This is an optimization exercise on Yosys and OpenROAD, whose aim is small area, not a production implementation. In this exercise RTL edits were held to simulation tests only and were not proved equivalent to the original. Power and IR drop assume default switching activity.

==> flow/design.v <==
module pfse_frdec4 (
    input  wire        clk,
    input  wire        rst,
    input  wire        in_valid,
    input  wire [31:0] in_data,
    input  wire        in_last,
    input  wire [1:0]  in_nbytes,
    output wire        out_valid,
    output wire [1:0]  out_demux,       
    output wire [11:0] out_status,      
    output wire [6:0]  out_rel_id,
    output wire        out_agg,
    output wire [31:0] out_entry_id,
    output wire [31:0] out_attr2,
    output wire [31:0] out_attr3,
    output wire [31:0] out_udp_ports,   
    output wire [31:0] out_udp_lencs,   
    output wire [15:0] out_pay_off,
    output wire [15:0] out_pay_len,
    output wire [47:0] out_dmac,
    output wire [47:0] out_smac,
    output wire [31:0] out_src_ip,
    output wire [31:0] out_dst_ip,
    output wire [3:0]  out_ihl,
    output wire [7:0]  out_proto,
    output wire [15:0] out_totlen
);
    function [19:0] rca;
        input [19:0] a;
        input [19:0] b;
        input        ci;
        integer      i;
        reg          c;
        begin
            c = ci;
            for (i = 0; i < 20; i = i + 1) begin
                rca[i] = a[i] ^ b[i] ^ c;
                c      = (a[i] & b[i]) | (a[i] & c) | (b[i] & c);
            end
        end
    endfunction
    function [39:0] csa;      
        input [19:0] a;
        input [19:0] b;
        input [19:0] c;
        begin
            csa = {(a & b) | (a & c) | (b & c), a ^ b ^ c};
        end
    endfunction
    function [17:0] acc;
        input [15:0] lo;
        input        u0;
        input        u1;
        input [15:0] wa;
        input [15:0] wb;
        reg   [39:0] cs;
        reg   [19:0] r;
        begin
            cs  = csa({4'd0, lo}, {4'd0, wa}, {4'd0, wb});
            r   = rca({4'd0, cs[15:0]}, {3'd0, cs[35:20], u0}, u1);
            acc = {r[17], r[16] | r[17], r[15:0]};
        end
    endfunction
    reg        fresh;      
    reg        fin;        
    reg [4:0]  bc;         
    wire [4:0] kb = fresh ? 5'd0 : bc;     
    wire       lastb = in_valid & in_last;
    wire       nb4 = (in_nbytes == 2'd0);   
    reg [47:0]  dmac_n, smac_n;
    reg [31:0]  sip_n, dip_n;
    reg [3:0]   ihl;
    reg [15:0]  tot;
    reg         p_rel, p_udp;
    reg [103:0] R_n;       
    reg [31:0]  bp_n;      
    reg [15:0]  bck_n;     
    reg         a_ok, b_ok;    
    reg         ipok;
    reg         g_reg;
    reg [13:0]  C;         
    reg [15:0]  A1;        
    reg         A1u0, A1u1;
    reg [15:0]  A2;
    reg         A2u0, A2u1;
    wire [7:0] l0 = in_data[31:24];
    wire [7:0] l1 = in_data[23:16];
    wire [7:0] l2 = in_data[15:8];
    wire [7:0] l3 = in_data[7:0];
    wire [19:0] kb3 = rca({15'd0, kb}, 20'hFFFFD, 1'b0);              
    wire [19:0] rkw = rca({15'd0, kb3[4:0]}, {16'hFFFF, ~ihl}, 1'b1);  
    wire [5:0]  rk  = rkw[5:0];
    wire       ph   = kb[4] | kb[3] | kb[2];           
    wire       rneg = rk[5];
    wire       rk0  = ph & (rk == 6'd0);
    wire       rk1  = ph & (rk == 6'd1);
    wire       rk2  = ph & (rk == 6'd2);
    wire       rk3  = ph & (rk == 6'd3);
    wire       rk4  = ph & (rk == 6'd4);
    wire       rk5  = ph & (rk == 6'd5);
    wire       rgt0 = ph & !rneg & (rk[4:0] != 5'd0);
    wire       rgt3 = ph & !rneg & (rk[4:2] != 3'd0);
    wire       ipph = ph & rneg;                       
    wire [19:0] Tw = rca({4'd0, tot}, {14'h3FFF, ~ihl, 2'b11}, 1'b1);
    wire [15:0] T  = Tw[15:0];
    wire        tneg = Tw[16];                         
    wire t_ge8  = |T[15:3];
    wire t_ge9  = |T[15:4] | (T[3] & |T[2:0]);
    wire t_ge21 = |T[15:5] | (T[4] & (T[3] | (T[2] & (T[1] | T[0]))));
    wire valid_b = t_ge21 & b_ok;
    wire valid_a = t_ge9 & a_ok;
    wire m_a  = rk1 | rk2;                             
    wire m_b  = rk4 | rk5;                             
    wire x_nz = m_a | m_b | !p_udp;                    
    wire kb6  = (kb == 5'd6);
    wire x_13 = m_b | (!m_a & !kb6 & valid_b);         
    wire [19:0] Xw = rca({4'd0, T}, {4'd0, {12{x_nz}}, x_nz & !x_13, x_nz & !x_13, x_nz, x_nz}, 1'b0);
    wire [15:0] X  = Xw[15:0];
    wire cmp_h = (l3 == X[15:8]);
    wire cmp_l = (l0 == X[7:0]);
    wire x3   = (tot[1:0] == 2'd3);
    wire c_ge3 = |C[13:2] | (C[1] & C[0]);
    wire c_ge2 = |C[13:1];
    wire dpos = x3 ? c_ge2 : c_ge3;
    wire dz   = x3 ? (C == 14'd1) : (C == 14'd2);
    wire [1:0] el = tot[1:0] + 2'd1;                   
    wire [3:0] dg;
    assign dg[0] = dpos | dz;
    assign dg[1] = dpos | (dz & (el != 2'd0));
    assign dg[2] = dpos | (dz & el[1]);
    assign dg[3] = dpos | (dz & (el == 2'd3));
    wire       hd  = rk1 | rk2 | rk3;                  
    wire [3:0] m1;
    assign m1[0] = in_valid & (ipph | rk0 | (hd & dg[0]));
    assign m1[1] = in_valid & (ipph | rk0 | (hd & dg[1]));
    assign m1[2] = in_valid & ((kb == 5'd3) | ipph | (hd & dg[2]));
    assign m1[3] = in_valid & ((kb == 5'd3) | ipph | ((rk1 | rk2) & dg[3]));
    wire       hs  = in_valid & rk1;                   
    wire [3:0] ps;
    assign ps[0] = (kb == 5'd7) | (kb == 5'd8);
    assign ps[1] = (kb == 5'd7) | (kb == 5'd8);
    assign ps[2] = (kb == 5'd6) | (kb == 5'd7);
    assign ps[3] = (kb == 5'd6) | (kb == 5'd7);
    wire       ud  = p_udp & rgt0;
    wire       rd  = p_rel & rgt3;
    wire [3:0] m2;
    assign m2[0] = in_valid & (ps[0] | ((ud | rd) & dg[0]));
    assign m2[1] = in_valid & (ps[1] | ((ud | rd) & dg[1]));
    assign m2[2] = in_valid & (ps[2] | ((ud | (p_udp & rk0) | rd) & dg[2]));
    assign m2[3] = in_valid & (ps[3] | ((ud | (p_udp & rk0) | rd | (p_rel & rk3)) & dg[3]));
    wire       odd2 = p_rel & (rk3 | rgt3);
    wire [7:0] a0 = m1[0] ? l0 : 8'd0;
    wire [7:0] a1 = m1[1] ? l1 : 8'd0;
    wire [7:0] a2 = m1[2] ? l2 : 8'd0;
    wire [7:0] a3 = m1[3] ? l3 : 8'd0;
    wire [15:0] w1a = {a0, a1};
    wire [15:0] w1b = {a2, a3};
    wire [7:0] b0 = m2[0] ? l0 : 8'd0;
    wire [7:0] b1 = m2[1] ? l1 : 8'd0;
    wire [7:0] b2 = m2[2] ? l2 : 8'd0;
    wire [7:0] b3 = m2[3] ? l3 : 8'd0;
    wire [15:0] w2a = odd2 ? {b1, b2} : (in_valid & kb6) ? X : {b0, b1};
    wire [15:0] w2b = odd2 ? {b3, b0} : {b2, b3};
    wire [15:0] a1lo = hs ? {8'd0, ~R_n[95:88]} : A1;
    wire [17:0] A1nx = acc(a1lo, A1u0 & !hs, A1u1 & !hs, w1a, w1b);
    wire [17:0] A2nx = acc(A2, A2u0, A2u1, w2a, w2b);
    wire a1_ok = (&A1[15:2]) & (A1[1] == !A1u1) & (A1[0] == !(A1u0 ^ A1u1));
    wire [4:0]  bc1 = (kb == 5'd31) ? 5'd31 : kb + 5'd1;
    wire [13:0] Cm1 = C - 14'd1;
    always @(posedge clk) begin
        if (rst) begin
            fresh <= 1'b1;
            fin   <= 1'b0;
        end else begin
            fin <= lastb;
            if (in_valid) begin
                fresh <= in_last;
                bc    <= bc1;
            end
        end
    end
    always @(posedge clk) begin
        {A1u1, A1u0, A1} <= fresh ? 18'd0  : A1nx;
        {A2u1, A2u0, A2} <= fresh ? 18'd17 : A2nx;
        if (hs)
            ipok <= a1_ok;
        if (in_valid) begin
            if (kb == 5'd3) begin
                p_rel <= (in_data[31:16] == 16'h0800);
                p_udp <= (in_data[31:16] == 16'h0800);
                g_reg <= (in_data[15:12] == 4'd4) &
                         (in_data[11] | (in_data[10] & (in_data[9] | in_data[8])));
            end
            if (kb == 5'd4) begin
                C   <= in_data[31:18];
            end else if (C != 14'd0) begin
                C   <= Cm1;
            end
            if (kb == 5'd5) begin
                g_reg <= g_reg & !in_data[29] & (in_data[28:16] == 13'd0);
                p_rel <= p_rel & (l3 == 8'd250);
                p_udp <= p_udp & (l3 == 8'd17);
            end
            if (rk1) a_ok <= cmp_h;
            if (rk2) a_ok <= a_ok & cmp_l;
            if (rk4) b_ok <= cmp_h;
            if (rk5) b_ok <= b_ok & cmp_l;
            if (in_last) begin
                g_reg <= good_now;
                if (!n24_now) begin
                    p_rel <= 1'b0;
                    p_udp <= 1'b0;
                end
            end
        end
        if (clr | (in_valid & (kb == 5'd0))) dmac_n[47:16] <= gd;
        if (clr | (in_valid & (kb == 5'd1))) begin
            dmac_n[15:0]  <= gd[31:16];
            smac_n[47:32] <= gd[15:0];
        end
        if (clr | (in_valid & (kb == 5'd2))) smac_n[31:0] <= gd;
        if (clr | (in_valid & (kb == 5'd3))) ihl <= gd[11:8];
        if (clr | (in_valid & (kb == 5'd4))) tot <= gd[31:16];
        if (clr | (in_valid & (kb == 5'd6))) sip_n[31:16] <= gd[15:0];
        if (clr | (in_valid & (kb == 5'd7))) begin
            sip_n[15:0]  <= gd[31:16];
            dip_n[31:16] <= gd[15:0];
        end
        if (clr | (in_valid & (kb == 5'd8))) dip_n[15:0] <= gd[31:16];
        if (clr | (in_valid & rk0)) R_n[103:88] <= gn[15:0];
        if (clr | (in_valid & rk1)) R_n[87:56]  <= gn;
        if (clr | (in_valid & rk2)) R_n[55:24]  <= gn;
        if (clr | (in_valid & rk3)) begin
            R_n[23:0]   <= gn[31:8];
            bp_n[31:24] <= gn[7:0];
        end
        if (clr | (in_valid & rk4)) bp_n[23:0] <= gn[31:8];
        if (clr | (in_valid & rk5)) bck_n <= gn[23:8];
    end
    wire trunc_now = dpos | (dz & !nb4 & (in_nbytes <= el));
    wire n24_now   = (kb[4:3] != 2'd0) | (kb[2:0] == 3'd7) | (kb[2:0] == 3'd6) |
                     ((kb == 5'd5) & nb4);
    wire va_now    = t_ge9  & a_ok & (!rk2 | cmp_l);
    wire vb_now    = t_ge21 & b_ok & (!rk5 | cmp_l);
    wire good_now  = (kb[4] | kb[3]) & g_reg & !tneg & !trunc_now &
                     ((p_rel & (va_now | vb_now)) | (p_udp & t_ge8));
    wire clr = lastb & !good_now;
    wire [31:0] gd = in_data & {32{!clr}};
    wire [31:0] gn = ~gd;                               
    wire c_rel   = p_rel;
    wire c_udp   = p_udp;
    wire good  = g_reg;
    wire g_rel = good & p_rel;
    wire g_udp = good & p_udp;
    wire g_b   = g_rel & valid_b;
    wire g_a   = g_rel & !valid_b;
    wire sel_b = p_rel & valid_b;
    wire [15:0] R45 = ~R_n[71:56];
    wire lenok = p_rel | (R45 == X);
    wire [15:0] ck  = ~(sel_b ? bck_n : p_rel ? R_n[47:32] : R_n[55:40]);
    wire        use1 = p_rel & !valid_b;
    wire [15:0] a1m  = use1 ? {A1[7:0], A1[15:8]} : 16'd0;
    wire [19:0] us   = rca({4'd0, A2}, {4'd0, a1m}, A2u0);
    wire [1:0]  hs2  = {us[16] & A2u1, us[16] ^ A2u1};        
    wire [1:0]  h1   = {use1 & A1u1, use1 & (A1u0 ^ A1u1)};    
    wire        z0   = (&us[15:10]) & (us[9:8] == ~h1) & (&us[7:2]) & (us[1:0] == ~hs2);
    wire        z12  = (us[15:4] == 12'd0) &
                       (us[3:0] == ((hs2 == 2'd0) ? 4'd12 : (hs2 == 2'd1) ? 4'd11 : 4'd10));
    wire        us_ok = (p_rel & valid_b) ? z12 : z0;
    wire udpok = lenok & ((ck == 16'd0) | us_ok);
    wire [11:0] status = good ? {lenok, udpok, ipok, g_b & valid_a, 1'b1, g_b,
                                 !p_rel, p_rel, 4'd0} :
                         (c_rel | c_udp) ? 12'h083 : 12'h0B0;
    wire [19:0] plw = rca({4'd0, X}, 20'hFFFF8, 1'b0);    
    wire [4:0]  po  = {1'b0, ihl} + (g_b ? 5'd8 : 5'd5);
    assign out_valid     = fin & ~rst;
    assign out_demux     = {!c_rel, !c_udp};
    assign out_status    = status;
    assign out_rel_id    = ~(R_n[103:97] | {7{!p_rel}});
    assign out_agg       = ~(R_n[96] | !p_rel);
    assign out_entry_id  = ~(R_n[95:64] | {32{!sel_b}});
    assign out_attr2     = ~(R_n[63:32] | {32{!sel_b}});
    assign out_attr3     = ~(R_n[31:0]  | {32{!sel_b}});
    assign out_udp_ports = ~(sel_b ? bp_n : p_rel ? R_n[95:64] : R_n[103:72]);
    assign out_udp_lencs = {g_rel ? X : p_rel ? 16'd0 : R45, ck};
    assign out_pay_off   = good ? {9'd0, po, 1'b1, g_rel} : 16'd0;
    assign out_pay_len   = good ? plw[15:0] : 16'd0;
    assign out_dmac      = dmac_n;
    assign out_smac      = smac_n;
    assign out_src_ip    = sip_n;
    assign out_dst_ip    = dip_n;
    assign out_ihl       = ihl;
    assign out_proto     = {g_rel, g_rel, g_rel, good, g_rel, 1'b0, g_rel, g_udp};
    assign out_totlen    = tot;
endmodule
==> flow/flow/run.sh <==
#!/bin/bash
# The standard ORFS layout (standard.sh, unchanged synthesis), with two
# layout choices of its own:
#  - the port buffers use the smallest buffer cell (buf_1);
#  - the clock tree uses clkbuf_8 in small sink clusters and inserts no dummy loads.
set -euo pipefail
bash standard.sh \
  "BUFFER_PORTS_ARGS=-buffer_cell sky130_fd_sc_hd__buf_1" \
  "CTS_ARGS=-sink_clustering_enable -repair_clock_nets -dont_use_dummy_load -buf_list sky130_fd_sc_hd__clkbuf_8 -sink_clustering_size 12 -sink_clustering_max_diameter 40" \
  finish > standard_flow.log 2>&1
==> flow/standard.sh <==
#!/bin/bash
# synth_recipe.tcl (not shown) runs the flow's synth.tcl, then flattens the netlist and writes it again
# the make line also repeats each setting of config.mk as NAME=value (left out here)
make -C /OpenROAD-flow-scripts/flow DESIGN_CONFIG=/design/flow/config.mk WORK_HOME=/design/flow/orfs CLKGATE_MAP_FILE= SYNTH_SCRIPT=/design/flow/synth_recipe.tcl "${@:-finish}"
==> flow/config.mk <==
export PLATFORM = sky130hd
export DESIGN_NAME = pfse_frdec4
export DESIGN_NICKNAME = pfse_frdec4
export VERILOG_FILES = /design/flow/design.v
export SDC_FILE = /design/flow/constraint.sdc
export NUM_CORES = 4
export LEC_CHECK = 0
export CAP_MARGIN = 20
export CORE_MARGIN = 2
export CORE_UTILIZATION = 45
export SLEW_MARGIN = 20
==> flow/constraint.sdc <==
create_clock -name core_clock -period 24.0 [get_ports {clk}]
set_input_delay 4.8000 -clock core_clock [delete_from_list [all_inputs] [get_ports {clk}]]
set_output_delay 4.8000 -clock core_clock [all_outputs]
set_load 0.01 [all_outputs]
==> metrics.json, run 1 <==
{
  "final_total_negative_setup_slack_ps": 0,
  "area_occupied_by_multi_input_gates_sq_mm": 0.00764,
  "critical_path.slowest_cell": "or4b_2",
  "portion_of_synthesized_cell_area_occupied_by_the_leading_cell_type": 0.536,
  "max_stage_delay_ps": 630,
  "hold_path.startpoint": "A1[15]",
  "final_cells": 2706,
  "yosys-top-cells-count": "edfxtp_1 (357), nand2_1 (228), nor2_1 (162)",
  "crit_required_ps": 19200,
  "place.detailed.hpwl_mm": 51.2,
  "clk_pin_slew_ps": 70,
  "die_height_um": 215,
  "route.antenna.remaining_nets": 0,
  "post_cts_resized": 0,
  "grt.overflow.total": 0,
  "yosys_register_bits": 395,
  "area_delta_synth_final_pct": 14.6,
  "dpl_cell_area_sq_mm": 0.0221,
  "netlist-cell-type-count": 68,
  "setup.worst_path.start": "ihl[0]",
  "report.final.hold_viol_count": 0,
  "nets": 2300,
  "crit_path_end_kind": "primary output",
  "layout_worst_path_cycle_share": 0.790,
  "antenna_found_initial": 4,
  "postCtsSetupRepairBufs": 0,
  "place.gp.congestion": 0.980,
  "largest_register_ff_count": 104,
  "critPathLaunchType": "register",
  "grt_max_degree": 103,
  "path_class": "reg2out",
  "design.core.area_sq_mm": 0.0440,
  "synth-edff-count": 357,
  "synth_top_area_cell": "edfxtp_1",
  "wirelength_per_cell_um": 25.7,
  "finalSetupViolations": 0,
  "port_buffers": 427,
  "min_path_type": "reg2reg",
  "grt_setup_unrepaired": "no",
  "design.portCount": 441,
  "cts.path.max_buffers": 3,
  "start_util": 0.454,
  "worst_skew_pair_latency_ps": 690,
  "die_width_um": 215,
  "power_density_mw_per_mm2": 66.5,
  "top_register": "R_n",
  "detail_route.wirelength_mm": 69.6,
  "drv.max_cap_violation_count": 0,
  "ff_latch_area_sq_mm": 0.0115,
  "worst-endpoint-arrival_ps": 14150,
  "fillerInstances": 3920,
  "cellLeakagePower_nw": 8.33,
  "synth_top_flop_cell": "edfxtp_1",
  "clock_tree_from_tritoncts": "built",
  "worst_r2r_path_depth": 43,
  "cts-hold-fix-buffers": 0,
  "worstPathBufferInverterCount": 9,
  "routed_via_density": 5.68,
  "worst_ir_drop_vdd_mv": 0.0343,
  "worstMarginPinSlew_ps": 1080,
  "place.detailed.instances": 2647,
  "ctsHtreeMaxLevel": 2,
  "run_status": "timing/DRC/antenna clean",
  "clock_buffer_count_from_cts": 56,
  "ys_seq_area_frac": 0.574,
  "path_max_fanout": 18,
  "syn_avg_cell_area_sq_um": 11.8,
  "slew_viol_final": 0,
  "cts_num_sinks": 395,
  "dieArea_sq_mm": 0.0461,
  "first_pass_grt_wire_length_mm": 101,
  "worst_clock_skew_ps": 114,
  "r2r_start": "ihl[0]",
  "worst_hold_path.num_cells": 2,
  "layout_top_registers": "R_n: 104 flops, dmac_n: 48 flops, smac_n: 48 flops",
  "clk_root_buffer_cell": "clkbuf_8",
  "finalInstanceArea_sq_mm": 0.0229,
  "netlist_instances": 1690,
  "async_reset_ff_frac": 0,
  "drt-initial-drc-count": 1981,
  "rows": 77,
  "crit_path_frequent_cell": "fa_1",
  "drt_pass1_iterations": 5,
  "post-route-min-period_ps": 18950,
  "number_of_warnings_issued_by_yosys": 1,
  "grt_pass1_vias": 14974,
  "worstSetupPathDepth": 50,
  "mappedNetlistArea_sq_mm": 0.0200,
  "slew-limit-headroom": 0.277,
  "cpLargestDelayFamily": "adder cells",
  "synthMostInstantiatedCell": "edfxtp_1",
  "timing.fmax_ghz": 0.0528,
  "proportion_of_layout_cells_with_a_drive_suffix_above_1": 0.0564,
  "post_detailed_route_drc_marker_count": 0,
  "track_usage": 0.297,
  "dr_total_vias": 15359,
  "synth_area_leaders": "edfxtp_1 (54%), fa_1 (9.9%), nand2_1 (4.3%)"
}
-- cells in the final DEF, fill, tap and decap left out, types with 5 or more instances in the layout --
cell / synthesis / routed
nand3_1: 22 / 22
a22oi_1: 16 / 16
o211ai_1: 5 / 5
a31oi_1: 6 / 6
inv_1: 116 / 115
nor2b_1: 38 / 38
or3_1: 10 / 9
nor3_1: 24 / 24
ha_1: 50 / 50
buf_1: 12 / 427
nor4_1: 11 / 11
nand2b_1: 9 / 9
and2_1: 42 / 42
o21ai_0: 50 / 46
xnor2_1: 27 / 27
clkbuf_8: 0 / 56
o31ai_1: 7 / 5
conb_1: 2 / 13
a21oi_1: 113 / 113
a22o_1: 17 / 17
nand4_1: 19 / 19
or2_2: 8 / 8
nor4b_1: 5 / 5
dfxtp_1: 38 / 38
fa_1: 99 / 99
nand3b_1: 8 / 8
buf_4: 23 / 31
edfxtp_1: 357 / 357
o22ai_1: 7 / 7
xor2_1: 29 / 29
nor2_1: 162 / 161
nand2_1: 228 / 225
-- through the flow --
step                      hold WS (ps)   util  power (mW)  worst slack (ps)
after global placement             610  0.503        1.09              6110
after floorplan                    565      -       0.975              7090
after detailed placement           612  0.503        1.10              5830
after CTS                          622  0.520        1.53              5060
after global routing               654  0.520        1.57              4390
final                              618  0.520        1.52              5050
-- kinds of logic after synthesis --
| kind of cell | after synthesis | share of synthesized area |
|---|---|---|
| AND/OR/NAND/NOR | 607 | 0.142 |
| flip-flops | 395 | 0.574 |
| AO/OA/AOI/OAI | 254 | 0.0768 |
| buffers and inverters | 221 | 0.0484 |
| adder cells (fa/ha/maj) | 149 | 0.130 |
| XOR/XNOR | 57 | 0.0253 |
| multiplexers | 5 | 0.00257 |
| other | 2 | 0.000376 |
-- worst paths after layout --
| check | to | slack, ps |
|---|---|---|
| setup / recovery | out_status[10] | 5050 |
| hold / removal | ipok | 620 |
| setup reg to reg | A2[15] | 11140 |
| hold reg to reg | ipok | 620 |
-- layer usage --
layer  wire length [um]  part of all wire  up-vias  GRT usage
met2              32400              0.47      873      0.471
met5                 25           0.00036        -          0
li1                   -                 -     6632          -
met4               2210             0.032        4     0.0910
met3               6760             0.097      161     0.0733
met1              28200              0.41     7689      0.405
-- area by class of cell --
type	instances	share of cell area
antenna	3	0.000328
clock buffer	56	0.0336
inverter	117	0.0192
multi-input combinational	1085	0.333
sequential	395	0.501
tap	592	0.0323
timing repair buffer	458	0.0801
-- power breakdown --
| group | switching, mW | internal [mW] |
|---|---|---|
| clock network | 0.232 | 0.204 |
| logic | 0.195 | 0.0788 |
| registers | 0.0200 | 0.795 |
| total | 0.447 | 1.08 |
-- worst register-to-register path, delay by kind of cell, from the launching register on --
kind                       cells  cell delay (ps)
adders and majority gates     30            10360
buffers and inverters          6              850
AOI/OAI and AO/OA              4              770
DFF                            1              450
and+or+nand+nor                3              320
==> run 2, diff against run 1 <==
==> flow/flow/run.sh (replaced) <==
#!/bin/bash
# The standard ORFS layout (standard.sh, unchanged synthesis), with two
# layout choices of its own:
#  - the port buffers use the smallest buffer cell (buf_1);
#  - the clock tree inserts no dummy loads.
set -euo pipefail
bash standard.sh \
  "BUFFER_PORTS_ARGS=-buffer_cell sky130_fd_sc_hd__buf_1" \
  "CTS_ARGS=-sink_clustering_enable -repair_clock_nets -dont_use_dummy_load" \
  finish > standard_flow.log 2>&1
==> run 2 against run 1 <==
Effect of this change:
- area after synthesis did not move
- first-iteration DRC count shrank 2.8%
- setup slack better by 60 ps
==> metrics.json, run 2 <==
{
  "yosys_register_bits": 395,
  "crit_required_ps": 19200,
  "cts_num_sinks": 395,
  "post_cts_resized": 0,
  "post_detailed_route_drc_marker_count": 0,
  "path_class": "reg2out",
  "dpl_cell_area_sq_mm": 0.0221,
  "drt-initial-drc-count": 1926,
  "layout_top_registers": "R_n: 104 flops, dmac_n: 48 flops, smac_n: 48 flops",
  "design.portCount": 441,
  "synth_area_leaders": "edfxtp_1 (54%), fa_1 (9.9%), nand2_1 (4.3%)",
  "start_util": 0.454,
  "r2r_start": "fresh",
  "place_ws_ps": 5830,
  "detail_route.wirelength_mm": 69.5,
  "synthMostInstantiatedCell": "edfxtp_1",
  "cellLeakagePower_nw": 8.46,
  "finalInstanceArea_sq_mm": 0.0232,
  "area_delta_synth_final_pct": 16.1,
  "cts-hold-fix-buffers": 0,
  "crit_path_end_kind": "primary output",
  "report.final.hold_viol_count": 0,
  "slew-limit-headroom": 0.283,
  "finalSetupViolations": 0,
  "nets": 2287,
  "dr_total_vias": 15336,
  "clock_buffer_count_from_cts": 43,
  "power_density_mw_per_mm2": 71.0,
  "post-route-min-period_ps": 18890,
  "synth_top_flop_cell": "edfxtp_1",
  "grt_setup_unrepaired": "no",
  "design.core.area_sq_mm": 0.0440,
  "postCtsSetupRepairBufs": 0,
  "critical_path.slowest_cell": "or4b_2",
  "ys_seq_area_frac": 0.574,
  "place.gp.congestion": 0.980,
  "proportion_of_layout_cells_with_a_drive_suffix_above_1": 0.0505,
  "largest_register_ff_count": 104,
  "yosys-top-cells-count": "edfxtp_1 (357), nand2_1 (228), nor2_1 (162)",
  "route.antenna.remaining_nets": 0,
  "drv.max_cap_violation_count": 0,
  "worst_hold_path.num_cells": 2,
  "mappedNetlistArea_sq_mm": 0.0200,
  "place.detailed.hpwl_mm": 51.2,
  "run_status": "timing/DRC/antenna clean",
  "timing.fmax_ghz": 0.0529,
  "netlist_instances": 1690,
  "crit_path_frequent_cell": "fa_1",
  "first_pass_grt_wire_length_mm": 101,
  "clk_pin_slew_ps": 60,
  "dieArea_sq_mm": 0.0461,
  "crit-reg2reg-capture": "A2[15]",
  "min_path_type": "reg2reg",
  "track_usage": 0.297,
  "ff2ff_setup_slack_ps": 11150,
  "top_register": "R_n",
  "die_width_um": 215,
  "async_reset_ff_frac": 0,
  "grt.overflow.total": 0,
  "rows": 77,
  "clk_root_buffer_cell": "clkbuf_16",
  "worst_skew_pair_latency_ps": 570,
  "number_of_warnings_issued_by_yosys": 1,
  "layout_worst_path_cycle_share": 0.787,
  "critPathLaunchType": "register",
  "clock_tree_from_tritoncts": "built",
  "layout_commonest_cell": "buf_1",
  "setup.worst_path.start": "ihl[0]",
  "die_height_um": 215,
  "max_stage_delay_ps": 630,
  "routed_via_density": 5.70,
  "drt_pass1_iterations": 6,
  "grt_pass1_vias": 14884,
  "worst_ir_drop_vdd_mv": 0.0436,
  "worstMarginPinSlew_ps": 1080,
  "min_hold_slack_ps": 620,
  "worst_clock_skew_ps": 46.9,
  "worst_r2r_path_depth": 34,
  "syn_avg_cell_area_sq_um": 11.8,
  "critPathCapture": "out_status[10]",
  "netlist-cell-type-count": 68,
  "ctsHtreeMaxLevel": 2,
  "grt_max_degree": 103,
  "antenna_found_initial": 3,
  "path_max_fanout": 18,
  "setup_ws_ps": 5110,
  "port_buffers": 427,
  "worst-endpoint-arrival_ps": 14090,
  "synth_top_area_cell": "edfxtp_1",
  "cts.path.max_buffers": 3,
  "layout_common_cells": "buf_1 (427), edfxtp_1 (357), nand2_1 (225)",
  "synth-edff-count": 357,
  "final_total_negative_setup_slack_ps": 0,
  "slew_viol_final": 0,
  "wirelength_per_cell_um": 25.8,
  "portion_of_synthesized_cell_area_occupied_by_the_leading_cell_type": 0.536
}
## run 2: cell families (layout without fill, tap and decap cells)
group                      count (synthesis)  count (layout)  share of synthesized area
muxes                                      5               5                    0.00257
AOI/OAI and AO/OA                        254             254                     0.0768
adders and majority gates                149             149                      0.130
other                                      2              14                   0.000376
DFF                                      395             395                      0.574
xor gates and xnor gates                  57              57                     0.0253
buffers and inverters                    221             618                     0.0484
and+or+nand+nor                          607             607                      0.142
## run 2: worst min-delay path by stage
stage / start / endpoint / slack [ps]
2_1_floorplan: A1[2] / ipok / 560
3_3_place_gp: b_ok / b_ok / 610
3_5_place_dp: A1[15] / ipok / 610
4_1_cts: A1[15] / ipok / 620
5_1_grt: A1[15] / ipok / 650
6_report: A1[15] / ipok / 620
## run 2: stage by stage
| step | util | power, mW | cells |
|---|---|---|---|
| after floorplan | - | 0.975 | 1701 |
| after global placement | 0.503 | 1.09 | 2647 |
| after detailed placement | 0.503 | 1.10 | 2647 |
| after CTS | 0.527 | 1.65 | 2690 |
| after global routing | 0.527 | 1.70 | 2691 |
| final | 0.527 | 1.65 | 2691 |
## run 2: layer usage
metal / vias to the layer above / track usage / wire length, um
li1: 6605 / - / -
met1: 7655 / 0.407 / 27700
met2: 925 / 0.471 / 32600
met3: 149 / 0.0657 / 6960
met4: 2 / 0.104 / 2220
met5: - / 0 / 11
## run 2: layout make-up
cell class,instances,area (sq um)
repair buffers,458,1840
inverters,117,439
clock buffers,43,1080
flip-flops and latches,395,11500
multi-input cells,1085,7640
fillers,3880,20800
well taps,592,741
diodes,1,2.50
## run 2: report_power, final
| part | total [mW] | internal (mW) | switching (mW) |
|---|---|---|---|
| Sequential | 0.815 | 0.795 | 0.0201 |
| Combinational | 0.273 | 0.0787 | 0.195 |
| Clock | 0.558 | 0.314 | 0.245 |
## run 2: critical path: cells and delay by family, from the launching register on
family / cells / cell delay (ps)
and+or+nand+nor: 5 / 1390
AOI/OAI and AO/OA: 5 / 1650
buffers and inverters: 9 / 890
DFF: 1 / 440
adders and majority gates: 31 / 9160
==> run 3, diff against run 2 <==
--- a/flow/design.v
+++ b/flow/design.v
@@ -160,5 +160,7 @@
     wire [7:0] b2 = m2[2] ? l2 : 8'd0;
     wire [7:0] b3 = m2[3] ? l3 : 8'd0;
-    wire [15:0] w2a = odd2 ? {b1, b2} : (in_valid & kb6) ? X : {b0, b1};
+    wire        use1 = p_rel & !valid_b;
+    wire [15:0] a1m  = use1 ? {A1[7:0], A1[15:8]} : 16'd0;
+    wire [15:0] w2a = fin ? a1m : odd2 ? {b1, b2} : (in_valid & kb6) ? X : {b0, b1};
     wire [15:0] w2b = odd2 ? {b3, b0} : {b2, b3};
     wire [15:0] a1lo = hs ? {8'd0, ~R_n[95:88]} : A1;
@@ -259,8 +261,6 @@
     wire lenok = p_rel | (R45 == X);
     wire [15:0] ck  = ~(sel_b ? bck_n : p_rel ? R_n[47:32] : R_n[55:40]);
-    wire        use1 = p_rel & !valid_b;
-    wire [15:0] a1m  = use1 ? {A1[7:0], A1[15:8]} : 16'd0;
-    wire [19:0] us   = rca({4'd0, A2}, {4'd0, a1m}, A2u0);
-    wire [1:0]  hs2  = {us[16] & A2u1, us[16] ^ A2u1};        
+    wire [17:0] us   = A2nx;                                   
+    wire [1:0]  hs2  = {us[17], us[16] ^ us[17]};             
     wire [1:0]  h1   = {use1 & A1u1, use1 & (A1u0 ^ A1u1)};    
     wire        z0   = (&us[15:10]) & (us[9:8] == ~h1) & (&us[7:2]) & (us[1:0] == ~hs2);
==> flow/flow/run.sh (replaced) <==
#!/bin/bash
# The standard ORFS layout (standard.sh, unchanged synthesis), with two
# layout choices of its own:
#  - the port buffers use the smallest buffer cell (buf_1);
#  - the clock tree uses clkbuf_8 in small sink clusters and inserts no dummy loads.
set -euo pipefail
bash standard.sh \
  "BUFFER_PORTS_ARGS=-buffer_cell sky130_fd_sc_hd__buf_1" \
  "CTS_ARGS=-sink_clustering_enable -repair_clock_nets -dont_use_dummy_load -buf_list sky130_fd_sc_hd__clkbuf_8 -sink_clustering_size 12 -sink_clustering_max_diameter 40" \
  finish > standard_flow.log 2>&1
==> run 3 against run 2 <==
Effect of this change:
- utilization grew 0.23 points
- critical endpoint unchanged
- critical path type unchanged
- clock-buffer cell count grew 14
- die area shrank 0.71%
- largest cell class unchanged
- clock power shrank 21%
- via count shrank 0.78%
- fmax shrank 2.2%
- sequential share of layout area grew 0.65 points
- power shrank 7.2%
- clock skew grew 73 ps
- first-iteration DRC count shrank 21%
- still clean
==> metrics.json, run 3 <==
{
  "run_status": "timing/DRC/antenna clean",
  "sequentialPowerShare": 0.533,
  "switching_power_uw": 444,
  "synth_top_area_cell": "edfxtp_1",
  "timing.fmax_ghz": 0.0518,
  "synth-edff-count": 357,
  "rows": 76,
  "start_util": 0.459,
  "ys_seq_area_frac": 0.578,
  "crit_path_end_kind": "primary output",
  "clock_buffer_count_from_cts": 57,
  "async_reset_ff_frac": 0,
  "synth_area_leaders": "edfxtp_1 (54%), fa_1 (8.3%), nor2_1 (4.0%)",
  "ctsHtreeMaxLevel": 2,
  "power_density_mw_per_mm2": 66.7,
  "portion_of_synthesized_cell_area_occupied_by_the_leading_cell_type": 0.540,
  "design.core.area_sq_mm": 0.0433,
  "detail_route.wirelength_mm": 71.3,
  "clk_pin_slew_ps": 60,
  "max_stage_delay_ps": 640,
  "clk_root_buffer_cell": "clkbuf_8",
  "layout_commonest_cell": "buf_1",
  "critical_path.slowest_cell": "buf_4",
  "fin_util": 0.530,
  "drv.max_cap_violation_count": 0,
  "cellLeakagePower_nw": 8.59,
  "netlist_instances": 1642,
  "switching_share": 0.290,
  "min_path_type": "reg2reg",
  "cts.path.max_buffers": 3,
  "synthMostInstantiatedCell": "edfxtp_1",
  "grt_setup_unrepaired": "no",
  "worst_skew_pair_latency_ps": 700,
  "area_delta_synth_final_pct": 15.5,
  "post_detailed_route_drc_marker_count": 0,
  "worstMarginPinSlew_ps": 1060,
  "post-route-min-period_ps": 19310,
  "detailroute.wirelength.met2_mm": 34.1,
  "place.gp.congestion": 1.01,
  "antenna_found_initial": 3,
  "drt-initial-drc-count": 1531,
  "slew-limit-headroom": 0.296,
  "layout_common_cells": "buf_1 (427), edfxtp_1 (357), nor2_1 (213)",
  "clock_tree_from_tritoncts": "built",
  "cell_internal_pwr_mw": 1.08,
  "top_register": "R_n",
  "netlist-cell-type-count": 77,
  "share_comb_of_total_power": 0.179,
  "worst_ir_drop_vdd_mv": 0.0399,
  "cts_num_sinks": 395,
  "crit_required_ps": 19200,
  "die_height_um": 214,
  "layout_top_registers": "R_n: 104 flops, dmac_n: 48 flops, smac_n: 48 flops",
  "mappedNetlistArea_sq_mm": 0.0198,
  "first_pass_grt_wire_length_mm": 101,
  "dr_total_vias": 15216,
  "highest-signal-layer": "met4",
  "largest_register_ff_count": 104,
  "routed-wl-met3_mm": 6.09,
  "crit_path_frequent_cell": "fa_1",
  "path_max_fanout": 48,
  "grt_pass1_vias": 14693,
  "cts-hold-fix-buffers": 0,
  "slew_viol_final": 0,
  "track_usage": 0.304,
  "nets": 2257,
  "report.final.hold_viol_count": 0,
  "detail_route.wirelength.met1_mm": 28.4,
  "critPathLaunchType": "register",
  "min_hold_slack_ps": 582,
  "path_class": "reg2out",
  "final_total_negative_setup_slack_ps": 0,
  "port_buffers": 427,
  "worst-endpoint-arrival_ps": 14510,
  "yosys_register_bits": 395,
  "design.portCount": 441,
  "syn_avg_cell_area_sq_um": 12.1,
  "number_of_warnings_issued_by_yosys": 1,
  "grt_max_degree": 104,
  "drt_pass1_iterations": 5,
  "routed_via_density": 5.70,
  "proportion_of_layout_cells_with_a_drive_suffix_above_1": 0.0677,
  "grt.overflow.total": 0,
  "place.detailed.hpwl_mm": 53.6,
  "die_width_um": 214,
  "worst_clock_skew_ps": 120,
  "wirelength_per_cell_um": 26.7,
  "layout_worst_path_cycle_share": 0.804,
  "yosys-top-cells-count": "edfxtp_1 (357), nor2_1 (213), nand2_1 (129)",
  "synth_top_flop_cell": "edfxtp_1",
  "post_cts_resized": 0,
  "dieArea_sq_mm": 0.0458,
  "route.antenna.remaining_nets": 0,
  "finalSetupViolations": 0,
  "share_clk_of_total_power": 0.288,
  "postCtsSetupRepairBufs": 0,
  "fillerInstances": 3879
}
[run 3: cell types whose count changed in the layout (fill, tap and decap cells not counted), moves of 7 or more]
cell,previous run,this run
nand2_1,225,128
clkbuf_8,0,57
nor2_1,161,213
a21oi_1,113,70
clkbuf_16,43,0
mux2i_1,4,43
buf_4,31,48
fa_1,99,82
a22o_1,17,2
nor3_1,24,12
and2_1,42,53
a21o_1,3,13
nor2b_1,38,29
xor2_1,29,22
[run 3: kinds of logic after synthesis]
group                    count (synthesis)  synth area share
multiplexers                            45            0.0228
other                                    2          0.000378
AND/OR/NAND/NOR                        556             0.134
flip-flops                             395             0.578
AO/OA/AOI/OAI                          234            0.0757
adder cells (fa/ha/maj)                134             0.115
buffers and inverters                  220            0.0482
XOR/XNOR                                56            0.0251
[run 3: layer usage]
layer | global-route usage | vias to the layer above
met1 | 0.409 | 7664
met4 | 0.121 | 0
met2 | 0.485 | 828
li1 | - | 6566
met3 | 0.0607 | 158
met5 | 0 | -
[run 3: power groups by stage]
stage | registers [mW] | logic (mW) | clock network [mW]
4_1_cts | 0.815 | 0.272 | 0.449
6_report | 0.815 | 0.274 | 0.440
5_1_grt | 0.818 | 0.292 | 0.472
2_1_floorplan | 0.831 | 0.146 | 0
3_3_place_gp | 0.829 | 0.268 | 0
3_5_place_dp | 0.829 | 0.270 | 0
[run 3: critical path, delay by kind of cell, from the launching register on]
family	cells	cell delay, ps
and+or+nand+nor	6	760
DFF	1	460
xor gates and xnor gates	1	210
AOI/OAI and AO/OA	6	1840
buffers and inverters	12	1520
adders and majority gates	31	9020
[run 3: layout make-up]
class | instances | area, sq um | area share
inverter | 118 | 443 | 0.0193
multi-input combinational | 1038 | 7510 | 0.328
clock buffer | 57 | 785 | 0.0342
timing repair buffer | 475 | 1960 | 0.0857
antenna | 1 | 2.50 | 0.000109
sequential | 395 | 11500 | 0.501
tap | 585 | 732 | 0.0319
[run 3: per-stage QoR]
stage	cells	worst slack, ps	cell area (sq um)	total power [mW]
6_report	2669	4690	22900	1.53
5_1_grt	2668	4010	22900	1.58
4_1_cts	2668	4690	22900	1.54
3_5_place_dp	2611	5320	22100	1.10
3_3_place_gp	2611	5800	22100	1.10
2_1_floorplan	1653	6300	19900	0.978
[run 3: path summary, 6_finish.rpt]
kind | from | to | slack [ps] | cells past startpoint
worst min register to register | A1[10] | ipok | 580 | 2
worst max-delay path | ihl[0] | out_status[10] | 4690 | 56
worst max register to register | fresh | A1[15] | 10660 | 36
worst min-delay path | A1[10] | ipok | 580 | 2
==> run 4, diff against run 3 <==
==> flow/flow/run.sh (replaced) <==
#!/bin/bash
# The standard ORFS layout (standard.sh, unchanged synthesis), with two
# layout choices of its own:
#  - the port buffers use the smallest buffer cell (buf_1);
#  - the clock tree uses clkbuf_4 in small sink clusters and inserts no dummy loads.
set -euo pipefail
bash standard.sh \
  "BUFFER_PORTS_ARGS=-buffer_cell sky130_fd_sc_hd__buf_1" \
  "CTS_ARGS=-sink_clustering_enable -repair_clock_nets -dont_use_dummy_load -buf_list sky130_fd_sc_hd__clkbuf_4 -sink_clustering_size 8 -sink_clustering_max_diameter 40" \
  finish > standard_flow.log 2>&1
==> run 4 against run 3 <==
Effect of this change:
- still clean
- power decreased by 5.2%
- via count increased by 0.66%
- sequential cell count unchanged
- die area unchanged
- clock-buffer cell count increased by 13
- fmax decreased by 0.72%
- combinational power about the same
- first-iteration DRC count increased by 5.0%
- routed wire length increased by 0.44%
- largest power group unchanged
==> metrics.json, run 4 <==
{
  "layout_commonest_cell": "buf_1",
  "slew-limit-headroom": 0.296,
  "worstPathBufferInverterCount": 9,
  "ff2ff_setup_slack_ps": 10640,
  "portion_of_synthesized_cell_area_occupied_by_the_leading_cell_type": 0.540,
  "worstSetupPathDepth": 52,
  "synthMostInstantiatedCell": "edfxtp_1",
  "path_class": "reg2out",
  "worst_skew_pair_latency_ps": 850,
  "drt_pass1_iterations": 5,
  "min_path_type": "reg2reg",
  "grt_setup_unrepaired": "no",
  "critPathCapture": "out_status[10]",
  "post_cts_resized": 0,
  "post_synth_and_or_nand_nor_area_fraction": 0.134,
  "grt_max_degree": 104,
  "netlist_instances": 1642,
  "critPathLaunchType": "register",
  "worst_r2r_path_depth": 36,
  "routed_via_density": 5.71,
  "layout_top_registers": "R_n: 104 flops, dmac_n: 48 flops, smac_n: 48 flops",
  "place.gp.congestion": 1.01,
  "clk_root_buffer_cell": "clkbuf_4",
  "port_buffers": 427,
  "report.final.hold_viol_count": 0,
  "die_height_um": 214,
  "clock_buffer_count_from_cts": 70,
  "slew_viol_final": 0,
  "netlist-cell-type-count": 77,
  "layout_common_cells": "buf_1 (427), edfxtp_1 (357), nor2_1 (213)",
  "rows": 76,
  "async_reset_ff_frac": 0,
  "cts_num_sinks": 395,
  "worst_clock_skew_ps": 89.4,
  "clock_tree_from_tritoncts": "built",
  "crit_required_ps": 19200,
  "layout_worst_path_cycle_share": 0.810,
  "proportion_of_layout_cells_with_a_drive_suffix_above_1": 0.0735,
  "area_delta_synth_final_pct": 14.1,
  "worstMarginPinSlew_ps": 1060,
  "crit-reg2reg-capture": "A1[15]",
  "synth.area.mux_share": 0.0228,
  "post_detailed_route_drc_marker_count": 0,
  "yosys-top-cells-count": "edfxtp_1 (357), nor2_1 (213), nand2_1 (129)",
  "place.detailed.instances": 2611,
  "cts-hold-fix-buffers": 0,
  "design.portCount": 441,
  "max_stage_delay_ps": 720,
  "route.antenna.remaining_nets": 0,
  "power_density_mw_per_mm2": 64.0,
  "crit_path_frequent_cell": "fa_1",
  "place.detailed.hpwl_mm": 53.6,
  "share_clk_of_total_power": 0.249,
  "synth_top_area_cell": "edfxtp_1",
  "grt_pass1_vias": 14777,
  "cellLeakagePower_nw": 8.50,
  "synth-xor-area-share": 0.0251,
  "synth-edff-count": 357,
  "synthAdderAreaFrac": 0.115,
  "run_status": "timing/DRC/antenna clean",
  "post-route-min-period_ps": 19450,
  "grt.overflow.total": 0,
  "setup.worst_path.start": "ihl[0]",
  "detail_route.wirelength_mm": 71.7,
  "track_usage": 0.306,
  "start_util": 0.459,
  "drv.max_cap_violation_count": 0,
  "postCtsSetupRepairBufs": 0,
  "syn_avg_cell_area_sq_um": 12.1,
  "design.core.area_sq_mm": 0.0433,
  "fin_util": 0.524,
  "sequentialPowerShare": 0.561,
  "synth_top_family_by_area": "simple AND/OR/NAND/NOR gates",
  "ctsHtreeMaxLevel": 3,
  "largest_register_ff_count": 104,
  "die_width_um": 214,
  "yosys_register_bits": 395,
  "number_of_warnings_issued_by_yosys": 1,
  "crit_path_end_kind": "primary output",
  "worst_ir_drop_vdd_mv": 0.0314,
  "worst-endpoint-arrival_ps": 14650,
  "first_pass_grt_wire_length_mm": 102,
  "finalSetupViolations": 0,
  "timing.fmax_ghz": 0.0514,
  "antenna_found_initial": 4,
  "synth_area_leaders": "edfxtp_1 (54%), fa_1 (8.3%), nor2_1 (4.0%)",
  "top_register": "R_n",
  "cell_internal_pwr_mw": 1.01,
  "share_of_the_synthesized_area_in_compound_gates_ao_oa_aoi_oai": 0.0757,
  "clk_pin_slew_ps": 80,
  "switching_power_uw": 440,
  "ys_seq_area_frac": 0.578,
  "dr_total_vias": 15317,
  "synth_top_flop_cell": "edfxtp_1",
  "r2r_start": "fresh",
  "switching_share": 0.303,
  "wirelength_per_cell_um": 26.7,
  "worst_hold_path.num_cells": 2,
  "path_max_fanout": 48,
  "final_cells": 2682,
  "nets": 2270,
  "cpLargestDelayFamily": "adder cells",
  "cts.path.max_buffers": 3,
  "mappedNetlistArea_sq_mm": 0.0198,
  "drt-initial-drc-count": 1607,
  "final_total_negative_setup_slack_ps": 0,
  "share_comb_of_total_power": 0.190,
  "critical_path.slowest_cell": "fa_1",
  "dieArea_sq_mm": 0.0458
}
-- run 4: cell counts after synthesis --
Identical to the previous run, type by type.
-- run 4: cell type report --
type	count	area [sq um]
multi-input cells	1038	7510
clock buffers	70	526
flip-flops and latches	395	11500
fillers	3926	20600
diodes	1	2.50
repair buffers	475	1960
inverters	118	443
well taps	585	732
-- run 4: worst min-delay path by stage --
stage          slack (ps)    from   end
2_1_floorplan         570    a_ok  a_ok
3_3_place_gp          630   A1[2]  ipok
3_5_place_dp          630   A1[2]  ipok
4_1_cts               640   A1[7]  ipok
5_1_grt               680  A1[10]  ipok
6_report              660  A1[10]  ipok
-- run 4: worst register-to-register path: cells and delay by family (launching register included) --
kind | cells | cell delay (ps)
adder cells (fa/ha/maj) | 21 | 9010
buffers and inverters | 7 | 1010
flip-flops | 1 | 340
AO/OA/AOI/OAI | 1 | 690
AND/OR/NAND/NOR | 7 | 2290
-- run 4: cells by family after synthesis --
group           after synthesis
simple gates                556
other cells                   2
fa+ha+maj                   134
mux                          45
flops                       395
buf+inv                     220
xor+xnor                     56
compound gates              234
-- run 4: stage by stage --
step	setup WS [ps]	cell area (sq um)	hold WS, ps	power, mW
2_1_floorplan	6300	19900	565	0.978
3_3_place_gp	5800	22100	626	1.10
3_5_place_dp	5320	22100	628	1.10
4_1_cts	4510	22700	643	1.45
5_1_grt	3850	22700	677	1.50
6_report	4550	22700	656	1.45
-- run 4: per-layer routing --
metal  global-route usage  part of all wire
met1                0.410              0.40
met2                0.486              0.47
met3               0.0610             0.084
met4                0.133             0.040
met5                    0                 0
-- run 4: power groups by stage --
stage	logic [mW]	registers [mW]	clock network, mW
floorplan	0.146	0.831	0
global placement	0.268	0.829	0
detailed placement	0.270	0.829	0
CTS	0.272	0.814	0.368
global route	0.292	0.817	0.395
finish	0.275	0.814	0.361
==> run 5, diff against run 4 <==
--- a/flow/design.v
+++ b/flow/design.v
@@ -168,6 +168,6 @@
     wire [17:0] A2nx = acc(A2, A2u0, A2u1, w2a, w2b);
     wire a1_ok = (&A1[15:2]) & (A1[1] == !A1u1) & (A1[0] == !(A1u0 ^ A1u1));
-    wire [4:0]  bc1 = (kb == 5'd31) ? 5'd31 : kb + 5'd1;
-    wire [13:0] Cm1 = C - 14'd1;
+    wire [19:0] bc1 = rca({15'd0, kb}, 20'd0, in_valid & (kb != 5'd31));
+    wire [19:0] Cm1 = rca({6'd0, C}, 20'hFFFFF, !(in_valid & (C != 14'd0)));
     always @(posedge clk) begin
         if (rst) begin
@@ -176,9 +176,11 @@
         end else begin
             fin <= lastb;
-            if (in_valid) begin
+            if (in_valid)
                 fresh <= in_last;
-                bc    <= bc1;
-            end
-        end
+        end
+    end
+    always @(posedge clk) begin
+        bc <= bc1[4:0];
+        C  <= (in_valid & (kb == 5'd4)) ? in_data[31:18] : Cm1[13:0];
     end
     always @(posedge clk) begin
@@ -193,9 +195,4 @@
                 g_reg <= (in_data[15:12] == 4'd4) &
                          (in_data[11] | (in_data[10] & (in_data[9] | in_data[8])));
-            end
-            if (kb == 5'd4) begin
-                C   <= in_data[31:18];
-            end else if (C != 14'd0) begin
-                C   <= Cm1;
             end
             if (kb == 5'd5) begin
==> run 5 against run 4 <==
Effect of this change:
- setup slack better by 410 ps
- sequential share of layout area decreased by 0.20 points
- power down 1.2%
- combinational power fell by 8.7%
- non-clock buffer count is 5 higher
- hold slack worse by 88 ps
- cell count up 1.7%
- first-iteration DRC count increased by 4.0%
- largest cell class unchanged
- highest routed layer unchanged
==> metrics.json, run 5 <==
{
  "run_status": "timing/DRC/antenna clean",
  "start_util": 0.455,
  "cpLargestDelayFamily": "adder cells",
  "path_max_fanout": 46,
  "grt_setup_unrepaired": "no",
  "cts.path.max_buffers": 3,
  "slew_viol_final": 0,
  "setup_ws_ps": 4970,
  "proportion_of_layout_cells_with_a_drive_suffix_above_1": 0.0688,
  "power_density_mw_per_mm2": 64.0,
  "layout_commonest_cell": "buf_1",
  "worst_ir_drop_vdd_mv": 0.0397,
  "area_delta_synth_final_pct": 14.4,
  "worst_hold_path.num_cells": 3,
  "grt.overflow.total": 0,
  "share_of_the_synthesized_area_in_compound_gates_ao_oa_aoi_oai": 0.0852,
  "first_pass_grt_wire_length_mm": 99.5,
  "place.gp.congestion": 0.952,
  "worstPathBufferInverterCount": 12,
  "path_class": "reg2out",
  "report.final.hold_viol_count": 0,
  "post_synth_and_or_nand_nor_area_fraction": 0.139,
  "layout_common_cells": "buf_1 (427), edfxtp_1 (338), nand2_1 (202)",
  "layout_worst_path_cycle_share": 0.793,
  "synth-edff-count": 338,
  "drt_pass1_iterations": 7,
  "r2r_start": "ihl[0]",
  "netlist-cell-type-count": 72,
  "max_stage_delay_ps": 580,
  "post_cts_resized": 0,
  "cts_num_sinks": 395,
  "wirelength_per_cell_um": 25.9,
  "critPathLaunchType": "register",
  "design.core.area_sq_mm": 0.0430,
  "drt-initial-drc-count": 1671,
  "gr-usage-met3": 0.0609,
  "nets": 2323,
  "cts-hold-fix-buffers": 0,
  "synth-xor-area-share": 0.0210,
  "portion_of_synthesized_cell_area_occupied_by_the_leading_cell_type": 0.519,
  "finalSetupViolations": 0,
  "dieArea_sq_mm": 0.0451,
  "syn_avg_cell_area_sq_um": 11.6,
  "synthAdderAreaFrac": 0.125,
  "postCtsSetupRepairBufs": 0,
  "grt_pass1_vias": 14714,
  "yosys-top-cells-count": "edfxtp_1 (338), nand2_1 (203), nor2_1 (184)",
  "track_usage": 0.309,
  "post_detailed_route_drc_marker_count": 0,
  "synthMostInstantiatedCell": "edfxtp_1",
  "yosys_register_bits": 395,
  "final_cells": 2727,
  "clk_pin_slew_ps": 90,
  "dr_total_vias": 15518,
  "place.detailed.instances": 2656,
  "crit_path_frequent_cell": "fa_1",
  "synth_top_family_by_area": "simple AND/OR/NAND/NOR gates",
  "ys_seq_area_frac": 0.578,
  "place.detailed.hpwl_mm": 51.2,
  "netlist_instances": 1686,
  "worst_skew_pair_latency_ps": 820,
  "synth.area.mux_share": 0.000512,
  "ff2ff_setup_slack_ps": 11510,
  "min_hold_slack_ps": 569,
  "crit_required_ps": 19200,
  "async_reset_ff_frac": 0,
  "layout_top_registers": "R_n: 104 flops, dmac_n: 48 flops, smac_n: 48 flops",
  "min_path_type": "reg2reg",
  "top_register": "R_n",
  "crit-reg2reg-capture": "A2u1",
  "die_height_um": 212,
  "busiest_layer": "met2",
  "ctsHtreeMaxLevel": 3,
  "worst-endpoint-arrival_ps": 14230,
  "route.antenna.remaining_nets": 0,
  "synth_area_leaders": "edfxtp_1 (52%), fa_1 (8.5%), dfxtp_1 (5.8%)",
  "final_total_negative_setup_slack_ps": 0,
  "global_route.usage.met2": 0.497,
  "clock_tree_from_tritoncts": "built",
  "dpl_cell_area_sq_mm": 0.0219,
  "routed_via_density": 5.69,
  "critical_path.slowest_cell": "fa_1",
  "grt_max_degree": 72,
  "rows": 76,
  "drv.max_cap_violation_count": 0,
  "mappedNetlistArea_sq_mm": 0.0195,
  "cellLeakagePower_nw": 8.43,
  "post-route-min-period_ps": 19030,
  "largest_register_ff_count": 104,
  "worstMarginPinSlew_ps": 1040,
  "slew-limit-headroom": 0.306,
  "worst_clock_skew_ps": 126,
  "worstHoldEndpoint": "C[7]",
  "synth_top_flop_cell": "edfxtp_1",
  "die_width_um": 212,
  "finalInstanceArea_sq_mm": 0.0224,
  "hold_path.startpoint": "C[7]",
  "antenna_found_initial": 4,
  "synth_top_area_cell": "edfxtp_1",
  "number_of_warnings_issued_by_yosys": 1,
  "clk_root_buffer_cell": "clkbuf_4",
  "clock_buffer_count_from_cts": 67,
  "design.portCount": 441,
  "detail_route.wirelength_mm": 70.5,
  "crit_path_end_kind": "primary output",
  "place_ws_ps": 5460,
  "worst_r2r_path_depth": 52,
  "timing.fmax_ghz": 0.0525,
  "port_buffers": 427,
  "grt_util_met1": 0.419
}
-- run 5: report_power, final --
part	leakage [nW]	total (mW)	internal (mW)	switching [mW]
Clock	0.308	0.353	0.128	0.225
Combinational	4.41	0.251	0.0738	0.177
Sequential	3.71	0.828	0.800	0.0277
-- run 5: cell families after synthesis --
logic type                 count (synthesis)
adders and majority gates                145
AOI/OAI and AO/OA                        276
xor gates and xnor gates                  46
and+or+nand+nor                          586
other                                      2
buffers and inverters                    235
muxes                                      1
DFF                                      395
-- run 5: routing by layer --
layer | routed length (um) | up-vias
li1 | - | 6699
met1 | 27900 | 7683
met2 | 33000 | 996
met3 | 7250 | 140
met4 | 2360 | 0
met5 | 0 | -
-- run 5: stage by stage --
stage                util  power, mW
global placement    0.508       1.09
CTS                 0.520       1.43
global route        0.520       1.49
detailed placement  0.508       1.09
finish              0.520       1.43
floorplan               -      0.971
-- run 5: worst reg2reg max path: cells and delay by family, from the launching register on --
| kind | cells | cell delay [ps] |
|---|---|---|
| adders and majority gates | 31 | 8820 |
| DFF | 1 | 470 |
| and+or+nand+nor | 3 | 490 |
| AOI/OAI and AO/OA | 6 | 1320 |
| buffers and inverters | 12 | 1390 |
-- run 5: how the worst max path moves through the flow --
stage | endpoint | slack [ps] | from | depth (start not counted)
floorplan | out_status[10] | 6620 | in_valid | 35
global placement | out_status[10] | 5680 | in_valid | 37
detailed placement | out_status[10] | 5460 | in_valid | 37
CTS | out_status[10] | 4980 | ihl[0] | 56
global route | out_status[10] | 4220 | ihl[0] | 55
finish | out_status[10] | 4970 | ihl[0] | 56
-- run 5: layout make-up --
class	count	area, sq um
Timing Repair Buffer	480	2000
Antenna cell	4	10.0
Multi-Input combinational cell	1067	7350
Fill cell	3970	20600
Clock buffer	67	503
Inverter	129	484
Tap cell	585	732
Sequential cell	395	11300
==> run 6, diff against run 5 <==
--- a/flow/config.mk
+++ b/flow/config.mk
@@ -8,4 +8,4 @@
 export CAP_MARGIN = 20
 export CORE_MARGIN = 2
-export CORE_UTILIZATION = 45
+export CORE_UTILIZATION = 55
 export SLEW_MARGIN = 20
==> run 6 against run 5 <==
Effect of this change:
- clock skew decreased by 45 ps
- fmax increased by 1.7%
- via count is essentially flat
- critical path type unchanged
- sequential cell count unchanged
- sequential power hardly changed
- final area shrank 1.2%
- clock-buffer cell count decreased by 6
- hold slack gained 6.9 ps
- cell count decreased by 5.2%
==> metrics.json, run 6 <==
{
  "run_status": "timing/DRC/antenna clean",
  "cts-hold-fix-buffers": 0,
  "share_clk_of_total_power": 0.237,
  "route.antenna.remaining_nets": 0,
  "post_detailed_route_drc_marker_count": 0,
  "die_width_um": 193,
  "share_comb_of_total_power": 0.176,
  "grt_setup_unrepaired": "no",
  "portion_of_synthesized_cell_area_occupied_by_the_leading_cell_type": 0.519,
  "proportion_of_layout_cells_with_a_drive_suffix_above_1": 0.0617,
  "synth_top_area_cell": "edfxtp_1",
  "critPathLaunchType": "register",
  "switching_power_uw": 423,
  "yosys-top-cells-count": "edfxtp_1 (338), nand2_1 (203), nor2_1 (184)",
  "final_total_negative_setup_slack_ps": 0,
  "worst-endpoint-arrival_ps": 13910,
  "min_hold_slack_ps": 576,
  "timing.fmax_ghz": 0.0534,
  "drt_pass1_iterations": 8,
  "critical_path.slowest_cell": "fa_1",
  "slew-limit-headroom": 0.246,
  "clk_root_buffer_cell": "clkbuf_4",
  "grt.overflow.total": 0,
  "drv.max_cap_violation_count": 0,
  "report.final.hold_viol_count": 0,
  "clock_tree_from_tritoncts": "built",
  "top_register": "R_n",
  "dieArea_sq_mm": 0.0371,
  "drt-initial-drc-count": 1764,
  "antenna_found_initial": 5,
  "design.core.area_sq_mm": 0.0353,
  "layout_commonest_cell": "buf_1",
  "worst_skew_pair_latency_ps": 820,
  "place.gp.congestion": 0.978,
  "synthMostInstantiatedCell": "edfxtp_1",
  "grt_max_degree": 107,
  "worst_ir_drop_vdd_mv": 0.0443,
  "path_max_fanout": 46,
  "nets": 2308,
  "netlist_instances": 1686,
  "routed_via_density": 6.00,
  "dr_total_vias": 15522,
  "yosys_register_bits": 395,
  "layout_top_registers": "R_n: 104 flops, dmac_n: 48 flops, smac_n: 48 flops",
  "total_power_mw": 1.41,
  "crit_required_ps": 19200,
  "rows": 69,
  "max_stage_delay_ps": 560,
  "postCtsSetupRepairBufs": 0,
  "layout_worst_path_cycle_share": 0.780,
  "wirelength_per_cell_um": 26.7,
  "finalSetupViolations": 0,
  "clock_buffer_count_from_cts": 61,
  "largest_register_ff_count": 104,
  "number_of_warnings_issued_by_yosys": 1,
  "grt_pass1_vias": 14633,
  "power_density_mw_per_mm2": 63.9,
  "cts.path.max_buffers": 3,
  "track_usage": 0.370,
  "port_buffers": 427,
  "die_height_um": 193,
  "worst_hold_path.num_cells": 3,
  "worstMarginPinSlew_ps": 1130,
  "worst_r2r_path_depth": 51,
  "start_util": 0.554,
  "mappedNetlistArea_sq_mm": 0.0195,
  "cellLeakagePower_nw": 8.35,
  "clk_pin_slew_ps": 90,
  "syn_avg_cell_area_sq_um": 11.6,
  "ctsHtreeMaxLevel": 2,
  "sequentialPowerShare": 0.587,
  "ys_seq_area_frac": 0.578,
  "cts_num_sinks": 395,
  "crit_path_end_kind": "primary output",
  "layout_common_cells": "buf_1 (427), edfxtp_1 (338), nand2_1 (203)",
  "fillerInstances": 3013,
  "slew_viol_final": 0,
  "switching_share": 0.300,
  "synth_area_leaders": "edfxtp_1 (52%), fa_1 (8.5%), dfxtp_1 (5.8%)",
  "area_delta_synth_final_pct": 13.0,
  "min_path_type": "reg2reg",
  "cell_internal_pwr_uw": 989,
  "first_pass_grt_wire_length_mm": 97.0,
  "post_cts_resized": 0,
  "synth_top_flop_cell": "edfxtp_1",
  "detail_route.wirelength_mm": 69.2,
  "async_reset_ff_frac": 0,
  "crit_path_frequent_cell": "fa_1",
  "design.portCount": 441,
  "path_class": "reg2out",
  "post-route-min-period_ps": 18710,
  "worst_clock_skew_ps": 81.0,
  "synth-edff-count": 338,
  "netlist-cell-type-count": 72,
  "place.detailed.hpwl_mm": 49.6
}
[run 6: changes by cell type in the layout (fill, tap and decap cells not counted)]
cell,change
diode_2,-2
nand2_2,-1
clkinv_2,+1
nand2_1,+1
clkbuf_4,-6
inv_2,-1
buf_4,-9
[run 6: layout make-up]
type	instances	area, sq um	area share
Tap cell	461	577	0.0261
Timing Repair Buffer	471	1930	0.0875
Inverter	129	485	0.0220
Sequential cell	395	11300	0.511
Antenna cell	2	5.00	0.000227
Clock buffer	61	458	0.0207
Multi-Input combinational cell	1067	7340	0.332
[run 6: logic make-up after synthesis]
kind of cell    count (synthesis)  share of synthesized area
xor+xnor                       46                     0.0210
other cells                     2                   0.000384
flops                         395                      0.578
compound gates                276                     0.0852
mux                             1                   0.000512
fa+ha+maj                     145                      0.125
simple gates                  586                      0.139
buf+inv                       235                     0.0513
[run 6: stage by stage]
stage	cells	instance area, sq um	utilization	setup slack [ps]
after global placement	2523	21600	0.613	5590
after global routing	2585	22100	0.626	4500
after floorplan	1697	19600	-	6620
final	2586	22100	0.626	5290
after detailed placement	2523	21600	0.613	5470
after CTS	2584	22100	0.626	5210
[run 6: final timing paths]
kind              slack [ps]        endpoint   start
setup / recovery        5290  out_status[10]  ihl[0]
hold / removal           580           C[12]   C[12]
setup reg to reg       11620            A2u1  ihl[0]
hold reg to reg          580           C[12]   C[12]
[run 6: worst max-delay path, delay by kind of cell (launching register included)]
kind / cells / cell delay (ps)
AO/OA/AOI/OAI: 9 / 1470
buffers and inverters: 10 / 1200
flip-flops: 1 / 460
adder cells (fa/ha/maj): 31 / 9100
AND/OR/NAND/NOR: 5 / 870
[run 6: per-layer routing]
metal / routed length, um / track usage
met3: 7860 / 0.0924
met1: 25900 / 0.489
met2: 32000 / 0.581
met5: 12 / 0
met4: 3370 / 0.169
[run 6: power by group through the flow]
stage               Clock, mW  Sequential, mW  Combinational [mW]
finish                  0.335           0.829               0.248
CTS                     0.341           0.828               0.245
global placement            0           0.842               0.242
global route            0.364           0.833               0.266
detailed placement          0           0.843               0.243
floorplan                   0           0.844               0.127

-- what the ideal ports hide --
No port has a modelled driver above. Below, the same layouts with a new extraction and two added sets of constraints. Step 1 (the two cells are an assumption about what drives the block):
set clk [get_ports {clk}]
set_driving_cell -lib_cell sky130_fd_sc_hd__clkbuf_16 $clk
set_driving_cell -lib_cell sky130_fd_sc_hd__buf_2 [delete_from_list [all_inputs] $clk]
Step 2, shift: input delay + t, output delay - t, t = (earliest + latest rising clock arrival at the registers) / 2. This alone moves slack from input paths to output paths. Slacks: ideal / step 1 / step 2; pairs: ideal / step 1.
run	t, ns	setup WS [ns]	hold WS [ns]	worst setup path at the end	pins driven straight from the clock port
run 1	0.684	5.051 / 4.997 / 5.681	0.618 / 0.618 / 0.618	register to output	1
run 2	0.607	5.111 / 5.051 / 5.658	0.620 / 0.620 / 0.620	register to output	1
run 3	0.690	4.693 / 4.640 / 5.329	0.582 / 0.582 / 0.582	register to output	1
run 4	0.835	4.553 / 4.504 / 5.338	0.656 / 0.656 / 0.656	register to output	1
run 5	0.801	4.965 / 4.917 / 5.293	0.569 / 0.569 / 0.569	input to output	1
run 6	0.839	5.290 / 5.235 / 5.344	0.576 / 0.576 / 0.576	input to output	1
After both steps every run listed still meets setup and hold.
